Background: an optimization exercise with open tools, aiming at small area and a short achievable clock period. Do not read the settings as production practice.
No functional check of the RTL was part of any run shown here.
Power figures rest on the tool's default switching activity, not on a simulated workload.

## flow/design.v (module list and top-level ports; edited modules follow where they fit)
// module ava_core: 718 lines
// module ava_pg: 7 lines
// module ava_gc: 6 lines
module ava_core (
    input  wire        clk,
    input  wire        rst,           
    input  wire [15:0] prog_len,      
    output wire [15:0] prog_addr,     
    input  wire [7:0]  prog_data,     
    output reg  [31:0] stk_w_data,
    output reg         stk_w_valid,
    input  wire        stk_w_ready,
    input  wire [31:0] stk_r_data,
    input  wire        stk_r_valid,
    output reg         stk_r_ready,
    output reg  [7:0]  out_data,
    output reg         out_valid,
    input  wire        out_ready,
    output wire        halt,
    output wire        fault,
    output wire [2:0]  cause,
    output wire        push_lost,
    output wire        out_lost
);
  // ...
==> flow/flow/run.sh <==
#!/bin/bash
# The standard layout, with plain buffers (not delay cells) on the ports.
set -euo pipefail
export BUFFER_PORTS_ARGS="-buffer_cell sky130_fd_sc_hd__buf_2"
bash standard.sh finish > standard_flow.log 2>&1
==> flow/standard.sh <==
#!/bin/bash
# synth_recipe.tcl (not shown) runs the flow's synth.tcl, then flattens the netlist and writes it again
# the make line also repeats each setting of config.mk as NAME=value (left out here)
make -C /OpenROAD-flow-scripts/flow DESIGN_CONFIG=/design/flow/config.mk WORK_HOME=/design/flow/orfs CLKGATE_MAP_FILE= SYNTH_SCRIPT=/design/flow/synth_recipe.tcl "${@:-finish}"
==> flow/config.mk <==
export PLATFORM = sky130hd
export DESIGN_NAME = ava_core
export DESIGN_NICKNAME = ava_core
export VERILOG_FILES = /design/flow/design.v
export SDC_FILE = /design/flow/constraint.sdc
export NUM_CORES = 4
export LEC_CHECK = 0
export CAP_MARGIN = 20
export CORE_MARGIN = 2
export CORE_UTILIZATION = 55
export SETUP_SLACK_MARGIN = 4.7
export SLEW_MARGIN = 20
export SYNTH_HIERARCHICAL = 1
==> flow/constraint.sdc <==
create_clock -name core_clock -period 10.0 [get_ports {clk}]
set_input_delay 2.0000 -clock core_clock [delete_from_list [all_inputs] [get_ports {clk}]]
set_output_delay 2.0000 -clock core_clock [all_outputs]
set_load 0.01 [all_outputs]
==> flow_metrics.env, run 1 <==
export IMPL_rr_worst_depth=11
export IMPL_inverters_excl_clock=112
export IMPL_p_comb_uw=3600
export IMPL_vias_per_cell=6.24
export IMPL_fin_nets=1903
export IMPL_grt_pass1_vias=13182
export IMPL_hpwl_mm=33.8
export IMPL_drv_slew=0
export IMPL_grt_util_all_layers=0.301
export IMPL_slowest_delay_ns=0.57
export IMPL_ir_drop_v=0.000188
export IMPL_reg2reg_setup_slack_ns=5.11
export IMPL_endpoint="stk_r_ready"
export IMPL_status="no timing/DRC/antenna violations"
export IMPL_synth_edf_count=147
export IMPL_start_util=0.556
export IMPL_p_sw_uw=2640
export IMPL_crit_family="simple AND/OR/NAND/NOR gates"
export IMPL_yosysMostFrequentCell="edfxtp_1"
export IMPL_cp_end_kind="output pin"
export IMPL_fin_ws_ns=4.77
export IMPL_tightest_slew_ns=1.11
export IMPL_ys_seq_elements=240
export IMPL_regArea_sq_um=6280
export IMPL_finalSetupViolations=0
export IMPL_dr_wl_met2_mm=23.9
export IMPL_cts_tree="yes"
export IMPL_dieArea_sq_um=32300
export IMPL_p_total_uw=6070
export IMPL_drt_wl_total_mm=48.8
export IMPL_fin_crit_sh=0.523
export IMPL_cts_hold_fix_buffers=0
export IMPL_syn_num_nets=1830
export IMPL_netlist_area_sq_um=17000
export IMPL_place_ws_ns=4.30
==> run 2: changes to the inputs <==
--- a/flow/design.v
+++ b/flow/design.v
@@ -562,20 +562,33 @@
     always @(*) begin
         case (fb1[1:0])
             2'd0: slot_rd = slot0;
             2'd1: slot_rd = slot1;
             2'd2: slot_rd = slot2;
             default: slot_rd = slot3;
         endcase
     end
+    wire pop_any = s_letw || s_print || s_alu1 || s_alu3;
+    wire dec_lf_n, rq_n1, rq_n2, rq_n3, rq_n4, rq_dec, rq_prt, rq_let, rq_pop, rq_ready, rq_out;
+    ava_nor3  rq_g1 (.a(fb[6]), .b(fb[5]), .c(fb[4]), .y(rq_n1));
+    ava_nor3  rq_g2 (.a(fb[3]), .b(fb[2]), .c(fb[0]), .y(rq_n2));
+    ava_nor3  rq_g3 (.a(fb[7]), .b(fb[6]), .c(fb[5]), .y(rq_n3));
+    ava_nor3  rq_g4 (.a(fb[4]), .b(fb[3]), .c(fb[2]), .y(rq_n4));
+    ava_and3  rq_g5 (.a(fb[7]), .b(fb[1]), .c(s_dec), .y(dec_lf_n));
+    ava_nand3 rq_g6 (.a(rq_n1), .b(rq_n2), .c(dec_lf_n), .y(rq_dec));
+    ava_nand2 rq_g7 (.a(s_print), .b(stk_r_valid), .y(rq_prt));
+    ava_nand2 rq_g8 (.a(rq_dec), .b(rq_prt), .y(rq_out));
+    ava_nand4 rq_g9 (.a(stk_r_valid), .b(s_let1), .c(rq_n3), .d(rq_n4), .y(rq_let));
+    ava_nand2 rq_g10 (.a(stk_r_valid), .b(pop_any), .y(rq_pop));
+    ava_nand2 rq_g11 (.a(rq_let), .b(rq_pop), .y(rq_ready));
     always @(*) begin
         stk_w_valid = s_pi2 || s_pv3 || s_alu4;
-        stk_r_ready = stk_r_valid && (let_ok || s_print || s_alu1 || s_alu3);
-        out_valid   = (s_dec && fb == OPC_PRINT_LF) || (s_print && stk_r_valid);
+        stk_r_ready = rq_ready;
+        out_valid   = rq_out;
         out_data    = s_print ? {stk_r_data[7:4] + 4'd3, stk_r_data[3:0]} : 8'h0a;
         if (s_pi2)
             stk_w_data = {16'd0, fb, fb1};
         else if (s_pv3)
             stk_w_data = slot_rd;
         else
             stk_w_data = alu_result;
     end
@@ -724,8 +737,23 @@
     assign p = p1 & p0;
 endmodule
 module ava_gc (
     input  wire g1, p1, g0,
     output wire g
 );
     assign g = g1 | (p1 & g0);
 endmodule
+module ava_nor3 (input wire a, b, c, output wire y);
+    assign y = ~(a | b | c);
+endmodule
+module ava_and3 (input wire a, b, c, output wire y);
+    assign y = a & b & c;
+endmodule
+module ava_nand2 (input wire a, b, output wire y);
+    assign y = ~(a & b);
+endmodule
+module ava_nand3 (input wire a, b, c, output wire y);
+    assign y = ~(a & b & c);
+endmodule
+module ava_nand4 (input wire a, b, c, d, output wire y);
+    assign y = ~(a & b & c & d);
+endmodule
==> flow_metrics.env, run 2 <==
export IMPL_slew_headroom=0.294
export IMPL_synthFlopType="edfxtp_1"
export IMPL_io_buffers=126
export IMPL_seqPwrFrac=0.246
export IMPL_netlist_area_sq_um=17000
export IMPL_min_path_type="reg2reg"
export IMPL_h_tree_depth=1
export IMPL_synth_distinct_cells=70
export IMPL_cts_resized=1
export IMPL_post_cts_buffers=0
export IMPL_first_pass_iters=6
export IMPL_cts_hold_fix_buffers=0
export IMPL_avgSynthCellArea_sq_um=10.4
export IMPL_fin_setup_tns_ns=0
export IMPL_gr_total_overflow=0
export IMPL_layout_min_cycle_time_ns=5.29
export IMPL_yosysTopAreaCellShare=0.260
export IMPL_cp_end_kind="output pin"
export IMPL_skew_ns=0.00888
export IMPL_place_area_sq_um=17900
export IMPL_p_per_area_nw_per_um2=304
export IMPL_synthToLayoutAreaGrowth_pct=10.7
export IMPL_syn_num_nets=1834
export IMPL_cts_buffers=26
export IMPL_root_buffer="clkbuf_16"
export IMPL_clock_path_buffers=3
export IMPL_grt_antenna_before_repair=2
export IMPL_instances_no_fill=2106
export IMPL_p_int_uw=3220
export IMPL_crit_path_start_kind="primary input"
export IMPL_cts_tree="yes"
export IMPL_switching_share=0.438
export IMPL_yosys_warnings=7
export IMPL_place_ws_ns=4.57
export IMPL_crit_type="in2out"
export IMPL_grt_util_all_layers=0.301
export IMPL_ys_seq_area_frac=0.370
export IMPL_rows=64
export IMPL_vias_per_cell=6.12
export IMPL_synth_edf_count=147
export IMPL_pwr_share_clk=0.175
export IMPL_clkTransAtPathRegs_ns=0.06
export IMPL_synthTopCellsByCount="edfxtp_1, a21o_1, inv_1"
export IMPL_drt_wl_total_mm=48.4
export IMPL_fin_crit_sh=0.529
export IMPL_pwr_share_comb=0.578
export IMPL_p_sw_uw=2500
export IMPL_ys_seq_elements=240
export IMPL_slowest_delay_ns=0.44
export IMPL_required_ns=8.00
export IMPL_stdcell_area_sq_um=18800
export IMPL_crit_fanout=25
export IMPL_hpwl_mm=35.0
export IMPL_fin_ws_ns=4.71
export IMPL_crit_slowest_cell="buf_2"
export IMPL_tightest_slew_ns=1.06
export IMPL_dp_cells=2059
export IMPL_yosysMostFrequentCell="edfxtp_1"
export IMPL_hold_viol_final=0
export IMPL_grt_pass1_wl_mm=75.3
export IMPL_die_h_um=180
export IMPL_cp_startpoint="stk_r_data[5]"
export IMPL_drv_cap=0
export IMPL_fmax_mhz=189
export IMPL_grt_max_degree=36
export IMPL_syn_inst=1627
export IMPL_rr_startpoint="opb[1]"
export IMPL_finalSetupViolations=0
export IMPL_detail_route_antenna_nets=0
export IMPL_status="no timing/DRC/antenna violations"
export IMPL_cp_cell_sequence="buf_2, inv_1, ha_1, xor2_1, nor2_1, buf_2"
export IMPL_final_common_cell="edfxtp_1"
export IMPL_die_x_um=180
export IMPL_start_util=0.556
export IMPL_ys_async_sr_fraction=0
export IMPL_drive_gt1_frac=0.147
export IMPL_leakagePower_uw=0.00808
export IMPL_design_core_area_sq_um=30500
export IMPL_gp_congestion=0.880
export IMPL_crit_top_cell="buf_2"
export IMPL_hold_start="out_lost_r"
export IMPL_vias=12897
export IMPL_crit_arrival_ns=3.29
export IMPL_grt_pass1_vias=12672
export IMPL_num_io_pins=127
export IMPL_n_antenna_cell=0
export IMPL_clock_sinks=240
export IMPL_dieArea_sq_um=32300
export IMPL_yosys_area_top_type="edfxtp_1"
export IMPL_drc=0
export IMPL_rsz0062_at_grt="true"
export IMPL_p_total_uw=5720
export IMPL_synth_area_leaders="edfxtp_1, dfxtp_1, fa_1, a21o_1, xnor2_1"
export IMPL_post_drt_wl_per_cell_um=23.0
export IMPL_fin_nets=1898
export IMPL_drv_slew=0
export IMPL_first_iter_violations=1339
export IMPL_ir_drop_v=0.000219
export IMPL_final_cell_mix="edfxtp_1, a21o_1, buf_2, inv_1, and2_1"
export IMPL_clk_latency_ns=0.56
==> run 2: changes by cell type after synthesis, sizes merged, moves of 3 or more <==
cell    before  now
nand2       74   86
nor3        11   18
a21oi       64   58
nand3        7   12
nor3b        8    3
xor2        74   69
a221o       12   16
xnor2       95   99
and2       107  104
inv        110  107
o21a         3    6
o311ai       5    2
==> run 2: layer usage <==
| layer | global-route usage | share of wire | up-vias |
|---|---|---|---|
| met5 | 0 | 0.00050 | - |
| met4 | 0.0914 | 0.034 | 4 |
| met3 | 0.0513 | 0.079 | 97 |
| met2 | 0.463 | 0.44 | 549 |
| met1 | 0.439 | 0.44 | 6333 |
| li1 | - | - | 5914 |
==> run 2: per-module statistics from Yosys (local to each module, per instance) <==
| module | area (sq um) | flip-flops and latches | cells | copies in the design |
|---|---|---|---|---|
| ava_core | 15400 | 240 | 1398 | 1 |
| ava_pg | 13.8 | 0 | 2 | 94 |
| ava_nor3 | 10.0 | 0 | 1 | 4 |
| ava_gc | 7.51 | 0 | 1 | 30 |
| ava_and3 | 6.26 | 0 | 1 | 1 |
| ava_nand4 | 6.26 | 0 | 1 | 1 |
| ava_nand3 | 5.00 | 0 | 1 | 1 |
| ava_nand2 | 3.75 | 0 | 1 | 4 |
==> run 2: final timing paths <==
check                      to  slack (ns)  depth (start not counted)
setup / recovery  out_data[6]        4.71                          6
hold / removal     out_lost_r        0.46                          2
hold reg to reg    out_lost_r        0.46                          2
setup reg to reg      csx[14]        5.01                         13
==> run 2: cell type report <==
cell class	instances	area (sq um)
Inverter	108	409
Tap cell	396	495
Clock buffer	34	732
Multi-Input combinational cell	1164	9890
Fill cell	2557	11700
Clock inverter	13	168
Timing Repair Buffer	151	821
Sequential cell	240	6280
==> run 2: cells by family after synthesis <==
logic type	count (synthesis)	synth area share
mux	52	0.0543
buf+inv	223	0.0500
simple gates	383	0.119
fa+ha+maj	146	0.145
flops	240	0.370
compound gates	415	0.175
xor+xnor	168	0.0867
==> run 2: through the flow <==
step	hold slack [ns]	utilization
final	0.462	0.616
after CTS	0.469	0.616
after floorplan	0.502	-
after global placement	0.449	0.586
after detailed placement	0.455	0.586
after global routing	0.494	0.616
==> run 2: critical path: cells and delay by family <==
family        cells  cell delay, ns
xor+xnor          1            0.14
fa+ha+maj         1            0.21
buf+inv           3            0.71
simple gates      1            0.21
==> run 2: power groups by stage <==
stage	sequential (uW)	clock, uW	combinational (uW)
4_1_cts	1410	1020	3320
5_1_grt	1430	1060	3760
3_3_place_gp	1430	0	3230
2_1_floorplan	1360	0	2280
3_5_place_dp	1430	0	3300
6_report	1410	1000	3310

static timing again, ports no longer ideal:
Ports are ideal in the flow. The routed layouts listed here were re-timed in OpenROAD.
Step 1, drivers: a clkbuf_16 drives clk and a buf_2 each remaining input, both assumed.
Step 2 adds t to the input delays and takes it off the output delays; t is the mean of the earliest and latest rising clock arrival at the registers after step 1. Input paths then give back, and output paths get back, about the clock's delay inside the block.
Slacks: no drivers / after step 1 / after step 2; pairs: no drivers / after step 1.
| run | t, ns | setup slack, ns | clock arrival spread, ns |
|---|---|---|---|
| run 1 | 0.600 | 4.770 / 4.731 / 4.511 | 0.020 / 0.020 |
| run 2 | 0.611 | 4.711 / 4.690 / 4.546 | 0.012 / 0.013 |
After both steps setup and hold are still met in every run listed. For run 1, which loses most, drivers alone change the setup slack by -0.039 ns; drivers and shift together by -0.259 ns.
